From an optimization exercise on the open Yosys and OpenROAD flow, aimed at small area and few clock cycles; shortcuts taken in it are not production practice. Only simulation tests tie the RTL to the original design; equivalence was not proved. The flow treats the clock pin as an ideal source. Dropping or thinning the clock tree relies on that and would not hold on a real chip. Power figures rest on the tool's default switching activity, not on a simulated workload.

==> flow/design.v (excerpt) <==
module osc2midi_bridge (
    input  wire       clk,
    input  wire       rst,
    input  wire       in_valid,
    output wire       in_ready,
    input  wire [7:0] in_byte,
    input  wire       in_bye,
    output wire       out_valid,
    input  wire       out_ready,
    output wire [7:0] out_data,
    output wire       out_last,
    input  wire       rx_valid,
    output wire       rx_ready,
    input  wire [7:0] rx_data,
    input  wire       rx_last,
    output wire       mo_valid,
    input  wire       mo_ready,
    output wire [7:0] mo_data,
    output wire       mo_bye
);
    osc2midi_tx u_tx (
        .clk       (clk),
        .rst       (rst),
        .in_valid  (in_valid),
        .in_ready  (in_ready),
        .in_byte   (in_byte),
        .in_bye    (in_bye),
        .out_valid (out_valid),
        .out_ready (out_ready),
        .out_data  (out_data),
        .out_last  (out_last)
    );
    osc2midi_rx u_rx (
        .clk      (clk),
        .rst      (rst),
        .rx_valid (rx_valid),
        .rx_ready (rx_ready),
        .rx_data  (rx_data),
        .rx_last  (rx_last),
        .mo_valid (mo_valid),
        .mo_ready (mo_ready),
        .mo_data  (mo_data),
        .mo_bye   (mo_bye)
    );
endmodule
For scale: ~3600 um^2 of cells after synthesis.
Settings: LEC_CHECK=0, ABC_AREA=1, CAP_MARGIN=20, CORE_MARGIN=2, CORE_UTILIZATION=40, SLEW_MARGIN=20; clock period 6.0 ns.
standard.sh (not shown) runs the stock make flow with config.mk's settings and CLKGATE_MAP_FILE= SYNTH_SCRIPT=/design/flow/synth_recipe.tcl, a recipe that flattens the netlist after the stock synthesis.
==> flow/flow/run.sh <==
#!/bin/bash
# Own layout flow: the standard synthesis, its combinational logic re-mapped
# for area (registers untouched), then the standard layout steps.
set -euo pipefail
HERE=$(pwd)
R=$HERE/orfs/results/$FLOW_PLATFORM/osc2midi_bridge/base
YOSYS=$FLOW_HOME/../tools/install/yosys/bin/yosys
[[ -x $YOSYS ]] || YOSYS=yosys

bash standard.sh synth > "$HERE/std_synth.log" 2>&1

LIB=$FLOW_HOME/platforms/$FLOW_PLATFORM/lib/sky130_fd_sc_hd__tt_025C_1v80.lib
DU=""
for c in $(sed -n '/^export DONT_USE_CELLS/,/^$/p' $FLOW_HOME/platforms/$FLOW_PLATFORM/config.mk | tr -d '\\' | sed 's/export DONT_USE_CELLS += //'); do
  DU="$DU -dont_use $c"
done
cp "$R/1_2_yosys.v" "$HERE/std_netlist.v"
# a few randomised deep-synthesis runs side by side; keep the smallest
for seed in 1 2 3 4; do
  sed "s/@SEED@/$seed/" flow/reabc.abc.in > "$HERE/reabc_$seed.abc"
  LIB=$LIB NETLIST_IN=$HERE/std_netlist.v NETLIST_OUT=$HERE/reabc_netlist_$seed.v TOP=$FLOW_TOP \
    ABC_SCRIPT=$HERE/reabc_$seed.abc DONT_USE_ARGS="$DU" \
    $YOSYS -c flow/reabc.tcl > "$HERE/reabc_$seed.log" 2>&1 &
done
wait
best=""; best_area=""
for seed in 1 2 3 4; do
  a=$(grep -m1 "Chip area for module" "$HERE/reabc_$seed.log" | awk '{print $NF}' || true)
  [[ -n "$a" && -s "$HERE/reabc_netlist_$seed.v" ]] || continue
  if [[ -z "$best" ]] || awk "BEGIN{exit !($a < $best_area)}"; then best=$seed; best_area=$a; fi
done
echo "reabc: seed $best area $best_area" > "$HERE/reabc_choice.log"
if [[ -n "$best" ]]; then cp "$HERE/reabc_netlist_$best.v" "$R/1_2_yosys.v"; fi
rm -f "$R/1_synth.odb" "$R/1_synth.sdc"

# port buffers: the smallest buffer; clock tree: few strong buffers, no dummy loads
export BUFFER_PORTS_ARGS="-buffer_cell sky130_fd_sc_hd__buf_1"
export CTS_ARGS="$(cat flow/cts_args.txt)"
bash standard.sh finish > "$HERE/std_finish.log" 2>&1
Other scripts of this flow, unchanged in this note and not shown: flow/flow/cts_args.txt, flow/flow/reabc.abc.in, flow/flow/reabc.tcl
Testbench counts at the start, summed over its fixed seeds: cycles 103,846.
Then changed:
--- a/flow/flow/run.sh
+++ b/flow/flow/run.sh
@@ -34,6 +34,7 @@
 rm -f "$R/1_synth.odb" "$R/1_synth.sdc"
 
-# port buffers: the smallest buffer; clock tree: few strong buffers, no dummy loads
+# port buffers: the smallest buffer; clock tree: built by flow/pre_cts.tcl
 export BUFFER_PORTS_ARGS="-buffer_cell sky130_fd_sc_hd__buf_1"
 export CTS_ARGS="$(cat flow/cts_args.txt)"
+export PRE_CTS_TCL="$HERE/flow/pre_cts.tcl"
 bash standard.sh finish > "$HERE/std_finish.log" 2>&1
==> flow/flow/pre_cts.tcl (new file) <==
# Clock tree for a small design: the flip-flops are split into four groups
# by location (median cuts in x, then in y); a leaf buffer at each group's
# centre drives its clock pins, and one root buffer, driven by the clock
# port, drives the four leaves. clock_tree_synthesis is then left with
# nothing to build.
set block [ord::get_db_block]
set db [ord::get_db]
set leaf_master [$db findMaster sky130_fd_sc_hd__clkbuf_8]
set root_master [$db findMaster sky130_fd_sc_hd__clkbuf_4]
set clknet [$block findNet clk]

set sinks {}
foreach it [$clknet getITerms] {
  set bb [[$it getInst] getBBox]
  lappend sinks [list $it [expr {([$bb xMin] + [$bb xMax]) / 2}] [expr {([$bb yMin] + [$bb yMax]) / 2}]]
}

proc split_half {items key} {
  set s [lsort -integer -index $key $items]
  set h [expr {[llength $s] / 2}]
  return [list [lrange $s 0 [expr {$h - 1}]] [lrange $s $h end]]
}

set groups {}
foreach half [split_half $sinks 1] {
  foreach q [split_half $half 2] {
    lappend groups $q
  }
}

set root [odb::dbInst_create $block $root_master clkbuf_root]
set rootnet [odb::dbNet_create $block clknet_root]
$rootnet setSigType CLOCK
[$root findITerm A] connect $clknet
[$root findITerm X] connect $rootnet

set k 0
set rx 0
set ry 0
foreach g $groups {
  set leaf [odb::dbInst_create $block $leaf_master clkbuf_leaf_$k]
  set net [odb::dbNet_create $block clknet_leaf_$k]
  $net setSigType CLOCK
  set sx 0
  set sy 0
  foreach s $g {
    set it [lindex $s 0]
    $it disconnect
    $it connect $net
    set sx [expr {$sx + [lindex $s 1]}]
    set sy [expr {$sy + [lindex $s 2]}]
  }
  set n [llength $g]
  [$leaf findITerm A] connect $rootnet
  [$leaf findITerm X] connect $net
  $leaf setLocation [expr {$sx / $n}] [expr {$sy / $n}]
  $leaf setPlacementStatus PLACED
  set rx [expr {$rx + $sx / $n}]
  set ry [expr {$ry + $sy / $n}]
  puts "clock leaf buffer $k drives $n sinks"
  incr k
}
$root setLocation [expr {$rx / $k}] [expr {$ry / $k}]
$root setPlacementStatus PLACED
global_connect

rename clock_tree_synthesis orig_clock_tree_synthesis
proc clock_tree_synthesis {args} {
  puts "clock_tree_synthesis skipped: clock buffers placed by pre_cts.tcl"
  set_propagated_clock [all_clocks]
}
After rerunning: Routed wire length fell slightly. Critical path depth stays the same. Clock power fell by a quarter to a third. Power fell by a little under a tenth.
In the second run of this note the design's own scripts or RTL, not TritonCTS, make the clock network.

separate check: timing with driven ports:
The flow's constraints put no driver on any port. The routed layouts listed below were extracted and timed again, unchanged, in two steps.
Step 1: set_driving_cell puts a clkbuf_16 on clk and a buf_2 on each other input, an assumption about the parent block.
Step 2 moves the port delays by t, midway between the first and last clock arrival at a register: inputs arrive t later, outputs are due t later. That takes back most of the time a late clock gives input paths.
a / b / c = no drivers / after step 1 / after step 2; a / b = the first two.
run | t, ns | slack for setup (ns) | cell pins on the clock port's net
the first run | 0.363 | 0.385 / 0.350 / 0.714 | 1
the second run | 0.398 | 0.422 / 0.394 / 0.791 | 1
After both steps setup and hold are still met in every run listed.
